Background: an optimization exercise with open tools, aiming at small area, a short achievable clock period and few clock cycles. Do not read the settings as production practice.
In this exercise RTL edits were held to simulation tests only and were not proved equivalent to the original.
Power and IR drop assume default switching activity.

==> 05-12: inputs <==
// apf_core
module apf_core (
    input  wire        clk,
    input  wire        rst,           
    input  wire        start,         
    input  wire [31:0] program_len,
    input  wire [31:0] packet_len,
    input  wire [31:0] filter_age,
    output wire        prog_rd,
    output wire [31:0] prog_addr,
    input  wire [7:0]  prog_data,
    output wire        pkt_rd,
    output wire [31:0] pkt_addr,
    input  wire [7:0]  pkt_data,
    output reg         done,          
    output reg         pass           
);
    localparam integer S_IDLE = 0,  S_REDIR = 1,  S_RCHK = 2,  S_OP  = 3,
                       S_IMM  = 4,  S_CMP   = 5,  S_JX   = 6,  S_LD0 = 7,
                       S_LDX  = 8,  S_WAIT  = 9,  S_JB0  = 10, S_JB1 = 11,
                       S_JB2  = 12, S_LIT   = 13, S_MD0  = 14, S_MD  = 15;
    localparam integer NS = 16;
    localparam [1:0] M_MUL = 2'd0, M_DIV = 2'd1, M_SHL = 2'd2, M_SHR = 2'd3;
    localparam integer NT = 2;
    localparam integer SP = 16 / NT;
    localparam integer SB = (SP == 16) ? 4 : (SP == 8) ? 3 : (SP == 4) ? 2 : (SP == 2) ? 1 : 0;
    reg [NS-1:0] st;
  ...
export LEC_CHECK = 0
export CAP_MARGIN = 20
export CORE_MARGIN = 2
export CORE_UTILIZATION = 40
export PLACE_DENSITY = 0.55
export SLEW_MARGIN = 20
export TNS_END_PERCENT = 0
create_clock -name core_clock -period 11.0 [get_ports {clk}]
standard.sh (not shown) runs the stock make flow with config.mk's settings and CLKGATE_MAP_FILE= SYNTH_SCRIPT=/design/flow/synth_recipe.tcl, a recipe that flattens the netlist after the stock synthesis.
==> flow/flow/run.sh <==
#!/bin/bash
set -euo pipefail
export SETUP_SLACK_MARGIN=6.5
bash standard.sh > standard.log 2>&1
==> inputs of 12-02, as changes to 05-12 <==
--- a/flow/design.v
+++ b/flow/design.v
@@ -173,11 +173,11 @@
         for (j = 1; j < NT; j = j + 1)
             if (tsel_r[3:SB] == j) tapval = ring[j * SP];
     end
     wire        init_on = (ic != 4'd0);
     wire [31:0] rdval   = init_on ? initk : tapval;
-    wire        slot_do = sb && hit_r;
+    wire        slot_do = sb && hit_r && !st[S_REDIR];    
     wire        stm_do  = slot_do && sk[4];
     wire        ldm_do  = slot_do && !sk[4];
     integer i;
     always @(posedge clk) begin
         for (i = 0; i < 16; i = i + 1) begin
@@ -427,22 +427,22 @@
         if (st[S_LD0]) begin
             lcnt <= ld_sz;
             bsel <= rsel;
         end else if (lbd)
             lcnt <= lcnt - 3'd1;
-        lb1 <= !fin_t && !rst && ((st[S_LD0] && !ld_idx) || st[S_LDX]);
-        lbd <= !fin_t && !rst && ((lb1 && lok) || (lbd && lcnt != 3'd1));
+        lb1 <= !fin && !rst && ((st[S_LD0] && !ld_idx) || st[S_LDX]);
+        lbd <= !fin && !rst && ((lb1 && lok) || (lbd && lcnt != 3'd1));
         if (go_slot) begin
             sk     <= d_imm[4:0];
             bsel   <= d_r;
             hit_r  <= (kd_d[SB-1:0] == 0);
             tsel_r <= kd_d;
         end else begin
             hit_r  <= (kd_s[SB-1:0] == 0);
             tsel_r <= kd_s;
         end
-        sb <= !fin_t && !rst && ((go_slot && !taken) || (sb && !hit_r));
+        sb <= !fin && !rst && (go_slot || (sb && !hit_r && !st[S_REDIR]));
         if (st[S_JB0]) begin
             eovf   <= add_s[32];
             nz     <= (xop != 32'd0);
             differ <= 1'b0;
         end
==> flow/flow/run.sh (replaced) <==
#!/bin/bash
set -euo pipefail
export SETUP_SLACK_MARGIN=9
bash standard.sh > standard.log 2>&1
==> results.cfg <==
[power]
p_sw_mw = 3.11
p_leak_nw = 21.5

[drt]
totalWireLength_um = 209000

[clock_tree]
clock_latency_ns = 0.72

[timing]
whs_ns = 0.308
fmax_mhz = 203

[status]
status = no timing/DRC/antenna violations

[cells_and_area]
fillers = 11000

[critical_path]
critical_path_cell_count = 15
[end of results for 05-12]
==> results.cfg <==
[cells_and_area]
multiInputGateArea_mm2 = 0.0249
fillers = 10800

[clock_tree]
clock_latency_ns = 0.73

[drt]
totalWireLength_um = 217000

[grt]
grt_use_met1_pct = 45.6

[timing]
fmax_mhz = 210
slew_viol_final = 0

[critical_path]
critical_path_cell_count = 10

[yosys]
synth_edf_count = 210

[status]
status = no timing/DRC/antenna violations

[power]
p_leak_nw = 21.3
[end of results for 12-02]
Testbench counts of 05-12, summed over its fixed seeds: cycles 179,610.
Testbench counts of 12-02, summed over its fixed seeds: cycles 179,610.

---

==> v7: inputs <==
Another version of the RTL of apf_core (not shown whole).
==> flow/config.mk <==
export PLATFORM = sky130hd
export DESIGN_NAME = apf_core
export DESIGN_NICKNAME = apf_core
export VERILOG_FILES = /design/flow/design.v
export SDC_FILE = /design/flow/constraint.sdc
export NUM_CORES = 4
export LEC_CHECK = 0
export CAP_MARGIN = 20
export CORE_MARGIN = 2
export CORE_UTILIZATION = 40
export PLACE_DENSITY = 0.55
export SLEW_MARGIN = 20
export TNS_END_PERCENT = 0
==> flow/constraint.sdc <==
create_clock -name core_clock -period 11.0 [get_ports {clk}]
set_input_delay 2.2000 -clock core_clock [delete_from_list [all_inputs] [get_ports {clk}]]
set_output_delay 2.2000 -clock core_clock [all_outputs]
set_load 0.01 [all_outputs]
==> flow/flow/run.sh <==
#!/bin/bash
set -euo pipefail
export SETUP_SLACK_MARGIN=6.5
bash standard.sh > standard.log 2>&1
==> inputs of v29, as changes to v7 <==
--- a/flow/design.v
+++ b/flow/design.v
@@ -31,25 +31,28 @@
     reg [31:0] plen_r, klen_r;
     reg [31:0] budget;
     reg        bdec;         
     reg [31:0] r0, r1;
     reg [4:0]  opc;
     reg        rsel;
     reg        rsel_x;       
+    reg        rsel_y;       
     reg        c_eq, c_ne, c_gt, c_lt, c_set, c_al;    
     reg        jtk;          
     reg        rdt;          
     reg        tlt, tdr;     
     reg [1:0]  szf;          
     reg [1:0]  bcnt;         
     reg [31:0] imm;          
     reg [31:0] cmp;          
     reg [31:0] paddr;        
     reg        okf;          
     reg        lok_c;        
+    reg        lnm;          
+    reg        nopf_r;       
     reg [3:0]  lok_z;        
     reg [2:0]  lok_l;        
     reg        e0, e1;       
     reg        eovf, nz;     
     reg        lmore;        
     reg        differ;       
     reg [5:0]  mcnt;
@@ -67,21 +70,22 @@
     reg [3:0]  ic;           
     reg        k0ok, st1;
     reg [31:0] ring [0:15];
     reg        x_add, x_and, x_or, x_li, x_cj, x_jb, x_nn, x_swap, x_mov, x_fault;
     wire [7:0]  b      = prog_data;
     wire [31:0] rr     = rsel ? r1 : r0;           
     wire [31:0] rb     = bsel ? r1 : r0;           
-    wire [31:0] xop    = rsel_x ? imm : r1;        
+    wire [31:0] xop    = {rsel_y ? imm[31:16] : r1[31:16],
+                          rsel_x ? imm[15:0]  : r1[15:0]};    
     wire [31:0] shv    = xop;                      
     wire [31:0] imm_nx = {imm[23:0], b};
     wire        op_cj  = (opc >= 5'd15 && opc <= 5'd19);
     wire        op_jmpc = (opc >= 5'd14 && opc <= 5'd20);       
     wire        ld_idx = (opc >= 5'd4);
-    wire        nopf   = (opc == 5'd14) || (op_cj && rsel);
+    wire        nopf   = nopf_r;
     wire [2:0]  ld_sz  = (opc == 5'd1 || opc == 5'd4) ? 3'd1 :
                          (opc == 5'd2 || opc == 5'd5) ? 3'd2 : 3'd4;
     wire        act_op   = st[S_OP];
     wire        bud0     = e0;
     wire        dec      = act_op && pv && !bud0;      
     wire        imm_byte = st[S_IMM] && pv;
     wire        imm_last = imm_byte && (bcnt == 2'd0);
@@ -92,17 +96,17 @@
     wire        ld_fin   = lbd && (lcnt == 3'd1);
     wire        bg_free  = (!(lb1 || lbd) || ld_fin) && (!sb || hit_r);
     wire        redir_t  = st[S_REDIR] && rdt;
     assign prog_rd   = redir_t ? tlt :
                        fa_lt && (act_op || st[S_CMP] || st[S_LIT] || st[S_REDIR] ||
                                  st[S_JX] || (st[S_IMM] && !(bcnt == 2'd0 && nopf)));
     assign prog_addr = redir_t ? cmp : fa;
-    wire        lok      = lok_c && (lok_z != 4'd0 || lok_l >= lcnt);
-    assign pkt_rd    = (st1 && k0ok) || (lb1 && lok) || (st[S_JB2] && okf) ||
-                       (lbd && lcnt != 3'd1) || (st[S_LIT] && lmore);
+    wire        lok      = lok_c && (lok_z != 4'd0 || lok_l >= lcnt - 3'd1);
+    assign pkt_rd    = (st1 && k0ok) || (lb1 && lok_c) || (st[S_JB2] && okf) ||
+                       (lbd && lnm) || (st[S_LIT] && lmore);
     assign pkt_addr  = paddr;
     wire        consume  = pv && (act_op || st[S_IMM] || st[S_CMP] || st[S_LIT]);
     wire        exo      = st[S_OP];
     wire        ex_add   = exo && x_add;
     wire        ex_and   = exo && x_and;
     wire        ex_or    = exo && x_or;
     wire        ex_li    = exo && x_li;
@@ -110,40 +114,41 @@
     wire        ex_jb    = exo && x_jb;
     wire        ex_nn    = exo && x_nn;                                 
     wire        ex_swap  = exo && x_swap;
     wire        ex_mov   = exo && x_mov;
     wire        ex_fault = exo && x_fault;
     wire        md_div  = st[S_MD] && mmode == M_DIV;
     wire        md_mul  = st[S_MD] && mmode == M_MUL;
-    wire        div_sub = md_div && !ahi;
-    wire        cmp_sub = ex_cj || st[S_JX] || div_sub;
-    wire [31:0] bx      = st[S_LD0] ? imm : ex_nn ? rr : xop;
-    wire        b_inv   = cmp_sub || ex_nn;
-    wire        b_zero  = md_mul && !r0[31];
+    reg         sa_md, sa_div, sa_mul, sa_ld, sa_jb, sa_nn;
+    wire        div_sub = sa_div && !ahi;
+    wire        cmp_sub = div_sub;
+    wire [31:0] bx      = sa_ld ? imm : sa_nn ? rr : xop;
+    wire        b_inv   = cmp_sub || sa_nn;
+    wire        b_zero  = sa_mul && !r0[31];
     wire [31:0] add_b   = b_zero ? 32'd0 : (bx ^ {32{b_inv}});
-    wire [33:0] add_a   = st[S_MD]  ? {md_div & ahi, cmp[31] & md_div, cmp[30:0], md_div & r0[31]} :
-                          st[S_LD0] ? {2'b0, r1} :
-                          st[S_JB0] ? {2'b0, rr} :
-                          ex_nn     ? 34'd0 : {2'b0, r0};
-    wire        add_c   = cmp_sub || (ex_nn && imm[0]);
+    wire [33:0] add_a   = sa_md ? {sa_div & ahi, cmp[31] & sa_div, cmp[30:0], sa_div & r0[31]} :
+                          sa_ld ? {2'b0, r1} :
+                          sa_jb ? {2'b0, rr} :
+                          sa_nn ? 34'd0 : {2'b0, r0};
+    wire        add_c   = cmp_sub || (sa_nn && imm[0]);
     wire [33:0] add_s   = add_a + {b_inv, b_inv, add_b} + {33'd0, add_c};
     wire [31:0] sum     = add_s[31:0];
     wire [31:0] andv   = r0 & xop;
     wire        eq     = (r0 == xop);
-    wire        ge     = !add_s[33];                 
+    wire        ge     = !(r0 < xop);                
     wire        cond   = c_al || (c_eq && eq) || (c_ne && !eq) || (c_gt && ge && !eq) ||
                          (c_lt && !ge) || (c_set && andv != 32'd0);
     wire        taken  = (ex_cj && cond) || (ex_jb && differ);
     wire        bu_p    = st[S_RCHK] || st[S_OP];
     wire [31:0] bu_len  = bu_p ? plen_r : klen_r;
     wire [31:0] bu_x    = bu_p ? cmp : (st[S_LD0] || st[S_JB1]) ? imm : paddr;
     wire        aux_t   = (st[S_CMP] && pv && bcnt == 2'd0) || (st[S_LIT] && pv && !lmore) || st[S_JX];
     wire [31:0] aux_a   = aux_t ? fa : bu_len;
     wire [31:0] aux_b   = aux_t ? cmp : ~bu_x;
-    wire [32:0] bu      = {1'b0, aux_a} + {!aux_t, aux_b} + {32'd0, !aux_t && !bu_p};
+    wire [32:0] bu      = {1'b0, aux_a} + {!aux_t, aux_b} + {32'd0, !aux_t && st[S_JB1]};
     wire        bu_lt   = !bu[32];                               
     wire [31:0] dq_a    = cmp ^ ~plen_r;
     wire [31:0] dq_c    = {cmp[30:0] | ~plen_r[30:0], 1'b0};
     wire        t_drop  = (dq_a == dq_c);
     wire [31:0] fa_tgt  = bu[31:0];
     wire [31:0] fa_inc = (redir_t ? cmp : fa) + 32'd1;
     wire [31:0] pinc   = paddr + 32'd1;
@@ -329,14 +334,20 @@
         st1    <= !rst && start_now;
         if (rst) ic <= 4'd0;
         else if (start_now) ic <= SP[3:0];
         else if (init_on) ic <= ic - 4'd1;
         hp     <= start_now ? 4'd12 : hp1;
         plen_r <= program_len;
         klen_r <= packet_len;
+        sa_md  <= nst[S_MD];
+        sa_div <= nst[S_MD] && (st[S_MD0] ? (opc == 5'd9) : (mmode == M_DIV));
+        sa_mul <= nst[S_MD] && (st[S_MD0] ? (opc == 5'd8) : (mmode == M_MUL));
+        sa_ld  <= nst[S_LD0];
+        sa_jb  <= nst[S_JB0];
+        sa_nn  <= nst[S_OP] && go_ex && !d_cfin && d_op == 5'd21 && d_eok && !d_imm[1];
         x_add   <= go_ex && !d_cfin && d_op == 5'd7;
         x_and   <= go_ex && !d_cfin && d_op == 5'd10;
         x_or    <= go_ex && !d_cfin && d_op == 5'd11;
         x_li    <= go_ex && !d_cfin && d_op == 5'd13;
         x_nn    <= go_ex && !d_cfin && d_op == 5'd21 && d_eok && !d_imm[1];
         x_swap  <= go_ex && !d_cfin && d_op == 5'd21 && d_eok && d_imm[1:0] == 2'd2;
         x_mov   <= go_ex && !d_cfin && d_op == 5'd21 && d_eok && d_imm[1:0] == 2'd3;
@@ -374,18 +385,20 @@
             end else if (dec_ok) begin
                 e0 <= e1;
                 e1 <= e2;
             end
         end
         if (start_now)   budget <= program_len;
         else if (bdec)   budget <= budget - 32'd1;
+        rsel_y <= dec ? !b[0] : rsel_x;
         if (dec) begin
             opc    <= b[7:3];
             rsel   <= b[0];
             rsel_x <= !b[0];
+            nopf_r <= (b[7:3] == 5'd14) || ((b[7:3] >= 5'd15 && b[7:3] <= 5'd19) && b[0]);
             szf    <= b[2:1];
         end
         if (d_go) begin
             c_al  <= d_op == 5'd14;
             c_eq  <= d_op == 5'd15;
             c_ne  <= d_op == 5'd16;
             c_gt  <= d_op == 5'd17;
@@ -406,14 +419,18 @@
         if (wr1) r1 <= r1_r0 ? r0 : res;
         if ((st[S_LD0] && !ld_idx) || st[S_LDX]) begin
             lok_c <= !bu[32];
             lok_z <= {bu[31:24] != 8'd0, bu[23:16] != 8'd0, bu[15:8] != 8'd0, bu[7:3] != 5'd0};
             lok_l <= bu[2:0];
         end
         if (st[S_JB1])            okf <= nz && !eovf && !bu[32];
+        if (st[S_LD0])
+            lnm <= (ld_sz != 3'd1);
+        else if (lbd)
+            lnm <= (lcnt != 3'd2);
         if (st[S_LD0]) begin
             lcnt <= ld_sz;
             bsel <= rsel;
         end else if (lbd)
             lcnt <= lcnt - 3'd1;
         lb1 <= !fin_t && !rst && ((st[S_LD0] && !ld_idx) || st[S_LDX]);
         lbd <= !fin_t && !rst && ((lb1 && lok) || (lbd && lcnt != 3'd1));
==> flow/flow/run.sh (replaced) <==
#!/bin/bash
set -euo pipefail
export SETUP_SLACK_MARGIN=7.5
bash standard.sh > standard.log 2>&1
==> inputs of v3, as changes to v7 <==
--- a/flow/design.v
+++ b/flow/design.v
@@ -42,14 +42,16 @@
     reg [1:0]  szf;          
     reg [1:0]  bcnt;         
     reg [31:0] imm;          
     reg [31:0] cmp;          
     reg [31:0] paddr;        
     reg        okf;          
     reg        lok_c;        
+    reg        lnm;          
+    reg        nopf_r;       
     reg [3:0]  lok_z;        
     reg [2:0]  lok_l;        
     reg        e0, e1;       
     reg        eovf, nz;     
     reg        lmore;        
     reg        differ;       
     reg [5:0]  mcnt;
@@ -73,15 +75,15 @@
     wire [31:0] rb     = bsel ? r1 : r0;           
     wire [31:0] xop    = rsel_x ? imm : r1;        
     wire [31:0] shv    = xop;                      
     wire [31:0] imm_nx = {imm[23:0], b};
     wire        op_cj  = (opc >= 5'd15 && opc <= 5'd19);
     wire        op_jmpc = (opc >= 5'd14 && opc <= 5'd20);       
     wire        ld_idx = (opc >= 5'd4);
-    wire        nopf   = (opc == 5'd14) || (op_cj && rsel);
+    wire        nopf   = nopf_r;
     wire [2:0]  ld_sz  = (opc == 5'd1 || opc == 5'd4) ? 3'd1 :
                          (opc == 5'd2 || opc == 5'd5) ? 3'd2 : 3'd4;
     wire        act_op   = st[S_OP];
     wire        bud0     = e0;
     wire        dec      = act_op && pv && !bud0;      
     wire        imm_byte = st[S_IMM] && pv;
     wire        imm_last = imm_byte && (bcnt == 2'd0);
@@ -92,17 +94,17 @@
     wire        ld_fin   = lbd && (lcnt == 3'd1);
     wire        bg_free  = (!(lb1 || lbd) || ld_fin) && (!sb || hit_r);
     wire        redir_t  = st[S_REDIR] && rdt;
     assign prog_rd   = redir_t ? tlt :
                        fa_lt && (act_op || st[S_CMP] || st[S_LIT] || st[S_REDIR] ||
                                  st[S_JX] || (st[S_IMM] && !(bcnt == 2'd0 && nopf)));
     assign prog_addr = redir_t ? cmp : fa;
-    wire        lok      = lok_c && (lok_z != 4'd0 || lok_l >= lcnt);
-    assign pkt_rd    = (st1 && k0ok) || (lb1 && lok) || (st[S_JB2] && okf) ||
-                       (lbd && lcnt != 3'd1) || (st[S_LIT] && lmore);
+    wire        lok      = lok_c && (lok_z != 4'd0 || lok_l >= lcnt - 3'd1);
+    assign pkt_rd    = (st1 && k0ok) || (lb1 && lok_c) || (st[S_JB2] && okf) ||
+                       (lbd && lnm) || (st[S_LIT] && lmore);
     assign pkt_addr  = paddr;
     wire        consume  = pv && (act_op || st[S_IMM] || st[S_CMP] || st[S_LIT]);
     wire        exo      = st[S_OP];
     wire        ex_add   = exo && x_add;
     wire        ex_and   = exo && x_and;
     wire        ex_or    = exo && x_or;
     wire        ex_li    = exo && x_li;
@@ -110,40 +112,41 @@
     wire        ex_jb    = exo && x_jb;
     wire        ex_nn    = exo && x_nn;                                 
     wire        ex_swap  = exo && x_swap;
     wire        ex_mov   = exo && x_mov;
     wire        ex_fault = exo && x_fault;
     wire        md_div  = st[S_MD] && mmode == M_DIV;
     wire        md_mul  = st[S_MD] && mmode == M_MUL;
-    wire        div_sub = md_div && !ahi;
-    wire        cmp_sub = ex_cj || st[S_JX] || div_sub;
-    wire [31:0] bx      = st[S_LD0] ? imm : ex_nn ? rr : xop;
-    wire        b_inv   = cmp_sub || ex_nn;
-    wire        b_zero  = md_mul && !r0[31];
+    reg         sa_md, sa_div, sa_mul, sa_ld, sa_jb, sa_nn;
+    wire        div_sub = sa_div && !ahi;
+    wire        cmp_sub = div_sub;
+    wire [31:0] bx      = sa_ld ? imm : sa_nn ? rr : xop;
+    wire        b_inv   = cmp_sub || sa_nn;
+    wire        b_zero  = sa_mul && !r0[31];
     wire [31:0] add_b   = b_zero ? 32'd0 : (bx ^ {32{b_inv}});
-    wire [33:0] add_a   = st[S_MD]  ? {md_div & ahi, cmp[31] & md_div, cmp[30:0], md_div & r0[31]} :
-                          st[S_LD0] ? {2'b0, r1} :
-                          st[S_JB0] ? {2'b0, rr} :
-                          ex_nn     ? 34'd0 : {2'b0, r0};
-    wire        add_c   = cmp_sub || (ex_nn && imm[0]);
+    wire [33:0] add_a   = sa_md ? {sa_div & ahi, cmp[31] & sa_div, cmp[30:0], sa_div & r0[31]} :
+                          sa_ld ? {2'b0, r1} :
+                          sa_jb ? {2'b0, rr} :
+                          sa_nn ? 34'd0 : {2'b0, r0};
+    wire        add_c   = cmp_sub || (sa_nn && imm[0]);
     wire [33:0] add_s   = add_a + {b_inv, b_inv, add_b} + {33'd0, add_c};
     wire [31:0] sum     = add_s[31:0];
     wire [31:0] andv   = r0 & xop;
     wire        eq     = (r0 == xop);
-    wire        ge     = !add_s[33];                 
+    wire        ge     = !(r0 < xop);                
     wire        cond   = c_al || (c_eq && eq) || (c_ne && !eq) || (c_gt && ge && !eq) ||
                          (c_lt && !ge) || (c_set && andv != 32'd0);
     wire        taken  = (ex_cj && cond) || (ex_jb && differ);
     wire        bu_p    = st[S_RCHK] || st[S_OP];
     wire [31:0] bu_len  = bu_p ? plen_r : klen_r;
     wire [31:0] bu_x    = bu_p ? cmp : (st[S_LD0] || st[S_JB1]) ? imm : paddr;
     wire        aux_t   = (st[S_CMP] && pv && bcnt == 2'd0) || (st[S_LIT] && pv && !lmore) || st[S_JX];
     wire [31:0] aux_a   = aux_t ? fa : bu_len;
     wire [31:0] aux_b   = aux_t ? cmp : ~bu_x;
-    wire [32:0] bu      = {1'b0, aux_a} + {!aux_t, aux_b} + {32'd0, !aux_t && !bu_p};
+    wire [32:0] bu      = {1'b0, aux_a} + {!aux_t, aux_b} + {32'd0, !aux_t && st[S_JB1]};
     wire        bu_lt   = !bu[32];                               
     wire [31:0] dq_a    = cmp ^ ~plen_r;
     wire [31:0] dq_c    = {cmp[30:0] | ~plen_r[30:0], 1'b0};
     wire        t_drop  = (dq_a == dq_c);
     wire [31:0] fa_tgt  = bu[31:0];
     wire [31:0] fa_inc = (redir_t ? cmp : fa) + 32'd1;
     wire [31:0] pinc   = paddr + 32'd1;
@@ -168,15 +171,15 @@
     always @(*) begin
         tapval = ring[0];
         for (j = 1; j < NT; j = j + 1)
             if (tsel_r[3:SB] == j) tapval = ring[j * SP];
     end
     wire        init_on = (ic != 4'd0);
     wire [31:0] rdval   = init_on ? initk : tapval;
-    wire        slot_do = sb && hit_r;
+    wire        slot_do = sb && hit_r && !st[S_REDIR];    
     wire        stm_do  = slot_do && sk[4];
     wire        ldm_do  = slot_do && !sk[4];
     integer i;
     always @(posedge clk) begin
         for (i = 0; i < 16; i = i + 1) begin
             if ((i % SP) == SP - 1) begin
                 if (stm_do && tsel_r[3:SB] == ((i + 1) % 16) / SP)
@@ -329,14 +332,20 @@
         st1    <= !rst && start_now;
         if (rst) ic <= 4'd0;
         else if (start_now) ic <= SP[3:0];
         else if (init_on) ic <= ic - 4'd1;
         hp     <= start_now ? 4'd12 : hp1;
         plen_r <= program_len;
         klen_r <= packet_len;
+        sa_md  <= nst[S_MD];
+        sa_div <= nst[S_MD] && (st[S_MD0] ? (opc == 5'd9) : (mmode == M_DIV));
+        sa_mul <= nst[S_MD] && (st[S_MD0] ? (opc == 5'd8) : (mmode == M_MUL));
+        sa_ld  <= nst[S_LD0];
+        sa_jb  <= nst[S_JB0];
+        sa_nn  <= nst[S_OP] && go_ex && !d_cfin && d_op == 5'd21 && d_eok && !d_imm[1];
         x_add   <= go_ex && !d_cfin && d_op == 5'd7;
         x_and   <= go_ex && !d_cfin && d_op == 5'd10;
         x_or    <= go_ex && !d_cfin && d_op == 5'd11;
         x_li    <= go_ex && !d_cfin && d_op == 5'd13;
         x_nn    <= go_ex && !d_cfin && d_op == 5'd21 && d_eok && !d_imm[1];
         x_swap  <= go_ex && !d_cfin && d_op == 5'd21 && d_eok && d_imm[1:0] == 2'd2;
         x_mov   <= go_ex && !d_cfin && d_op == 5'd21 && d_eok && d_imm[1:0] == 2'd3;
@@ -378,14 +387,15 @@
         end
         if (start_now)   budget <= program_len;
         else if (bdec)   budget <= budget - 32'd1;
         if (dec) begin
             opc    <= b[7:3];
             rsel   <= b[0];
             rsel_x <= !b[0];
+            nopf_r <= (b[7:3] == 5'd14) || ((b[7:3] >= 5'd15 && b[7:3] <= 5'd19) && b[0]);
             szf    <= b[2:1];
         end
         if (d_go) begin
             c_al  <= d_op == 5'd14;
             c_eq  <= d_op == 5'd15;
             c_ne  <= d_op == 5'd16;
             c_gt  <= d_op == 5'd17;
@@ -406,31 +416,35 @@
         if (wr1) r1 <= r1_r0 ? r0 : res;
         if ((st[S_LD0] && !ld_idx) || st[S_LDX]) begin
             lok_c <= !bu[32];
             lok_z <= {bu[31:24] != 8'd0, bu[23:16] != 8'd0, bu[15:8] != 8'd0, bu[7:3] != 5'd0};
             lok_l <= bu[2:0];
         end
         if (st[S_JB1])            okf <= nz && !eovf && !bu[32];
+        if (st[S_LD0])
+            lnm <= (ld_sz != 3'd1);
+        else if (lbd)
+            lnm <= (lcnt != 3'd2);
         if (st[S_LD0]) begin
             lcnt <= ld_sz;
             bsel <= rsel;
         end else if (lbd)
             lcnt <= lcnt - 3'd1;
-        lb1 <= !fin_t && !rst && ((st[S_LD0] && !ld_idx) || st[S_LDX]);
-        lbd <= !fin_t && !rst && ((lb1 && lok) || (lbd && lcnt != 3'd1));
+        lb1 <= !fin && !rst && ((st[S_LD0] && !ld_idx) || st[S_LDX]);
+        lbd <= !fin && !rst && ((lb1 && lok) || (lbd && lcnt != 3'd1));
         if (go_slot) begin
             sk     <= d_imm[4:0];
             bsel   <= d_r;
             hit_r  <= (kd_d[SB-1:0] == 0);
             tsel_r <= kd_d;
         end else begin
             hit_r  <= (kd_s[SB-1:0] == 0);
             tsel_r <= kd_s;
         end
-        sb <= !fin_t && !rst && ((go_slot && !taken) || (sb && !hit_r));
+        sb <= !fin && !rst && (go_slot || (sb && !hit_r && !st[S_REDIR]));
         if (st[S_JB0]) begin
             eovf   <= add_s[32];
             nz     <= (xop != 32'd0);
             differ <= 1'b0;
         end
         if (lit_byte) differ <= differ || (prog_data != pkt_data);
         if (st[S_MD0]) ahi <= 1'b0;
==> flow/flow/run.sh (replaced) <==
#!/bin/bash
set -euo pipefail
export SETUP_SLACK_MARGIN=7.5
bash standard.sh > standard.log 2>&1
==> run notes <==
| metric | v29 | v7 | v3 |
|---|---|---|---|
| Setup ws final | 6210 ps | 5910 ps | 6240 ps |
| Largest vdd supply drop | 0.191 mV | 0.153 mV | 0.169 mV |
| Wire length of the first global-routing pass | 320000 µm | 299000 µm | 301000 µm |
| Via count of the first global-routing pass | 41.5k | 38.8k | 39.5k |
| Die Wd | 346 µm | 340 µm | 343 µm |
| Number of non-clock inverters | 226 | 209 | 205 |
| Last element of the critical path | e0$_DFFE_PP_ | sb$_DFF_P_ | lmore$_DFFE_PN_ |
| R2R setup slack | 6210 ps | 5910 ps | 6240 ps |
| Clock latency on the worst-skew pair | 730 ps | 720 ps | 730 ps |
| Routed wl met2 | 94900 µm | 88600 µm | 90700 µm |
| Sequential cell count | 910 | 902 | 910 |
| Non-clk buf share | 7.40% | 7.11% | 7.15% |
| Logic depth of the worst register-to-register path | 13 | 15 | 10 |
| Clock buffer count from CTS | 95 | 96 | 96 |
| Status | complete, no violations | complete, no violations | complete, no violations |
| Net switching share of the total power | 31.2% | 31.9% | 38.7% |
Testbench counts of v7, summed over its fixed seeds: cycles 179,610.
Testbench counts of v29, summed over its fixed seeds: cycles 179,610.
Testbench counts of v3, summed over its fixed seeds: cycles 179,610.

==> what the ideal ports hide <==
In the flow no input, the clock included, has a driving cell. The finished layouts below were timed again as built, in two steps. Step 1 (the two cells are an assumption about what drives the block):
set clk [get_ports {clk}]
set_driving_cell -lib_cell sky130_fd_sc_hd__clkbuf_16 $clk
set_driving_cell -lib_cell sky130_fd_sc_hd__buf_2 [delete_from_list [all_inputs] $clk]
Step 2 adds t to the input delays and takes it off the output delays; t is the mean of the earliest and latest rising clock arrival at the registers after step 1. Input paths then give back, and output paths get back, about the clock's delay inside the block. Slacks: no drivers / after step 1 / after step 2; pairs: no drivers / after step 1.
| run | t, ns | setup slack, ns | worst setup path after step 2 | clock arrival spread, ns | worst data-port slew with drivers (ns) |
|---|---|---|---|---|---|
| 05-12 | 0.765 | 6.081 / 6.081 / 5.400 | input to register | 0.062 / 0.062 | 0.05 |
| 12-02 | 0.785 | 6.240 / 6.221 / 5.684 | input to register | 0.055 / 0.055 | 0.07 |
| v7 | 0.769 | 5.915 / 5.915 / 5.434 | input to register | 0.054 / 0.054 | 0.06 |
| v29 | 0.780 | 6.213 / 6.213 / 5.617 | input to register | 0.063 / 0.063 | 0.07 |
| v3 | 0.785 | 6.240 / 6.221 / 5.684 | input to register | 0.055 / 0.055 | 0.07 |
After both steps every run listed still meets setup and hold. For 05-12, which loses most, drivers alone change the setup slack by 0.000 ns; drivers and shift together by -0.681 ns.
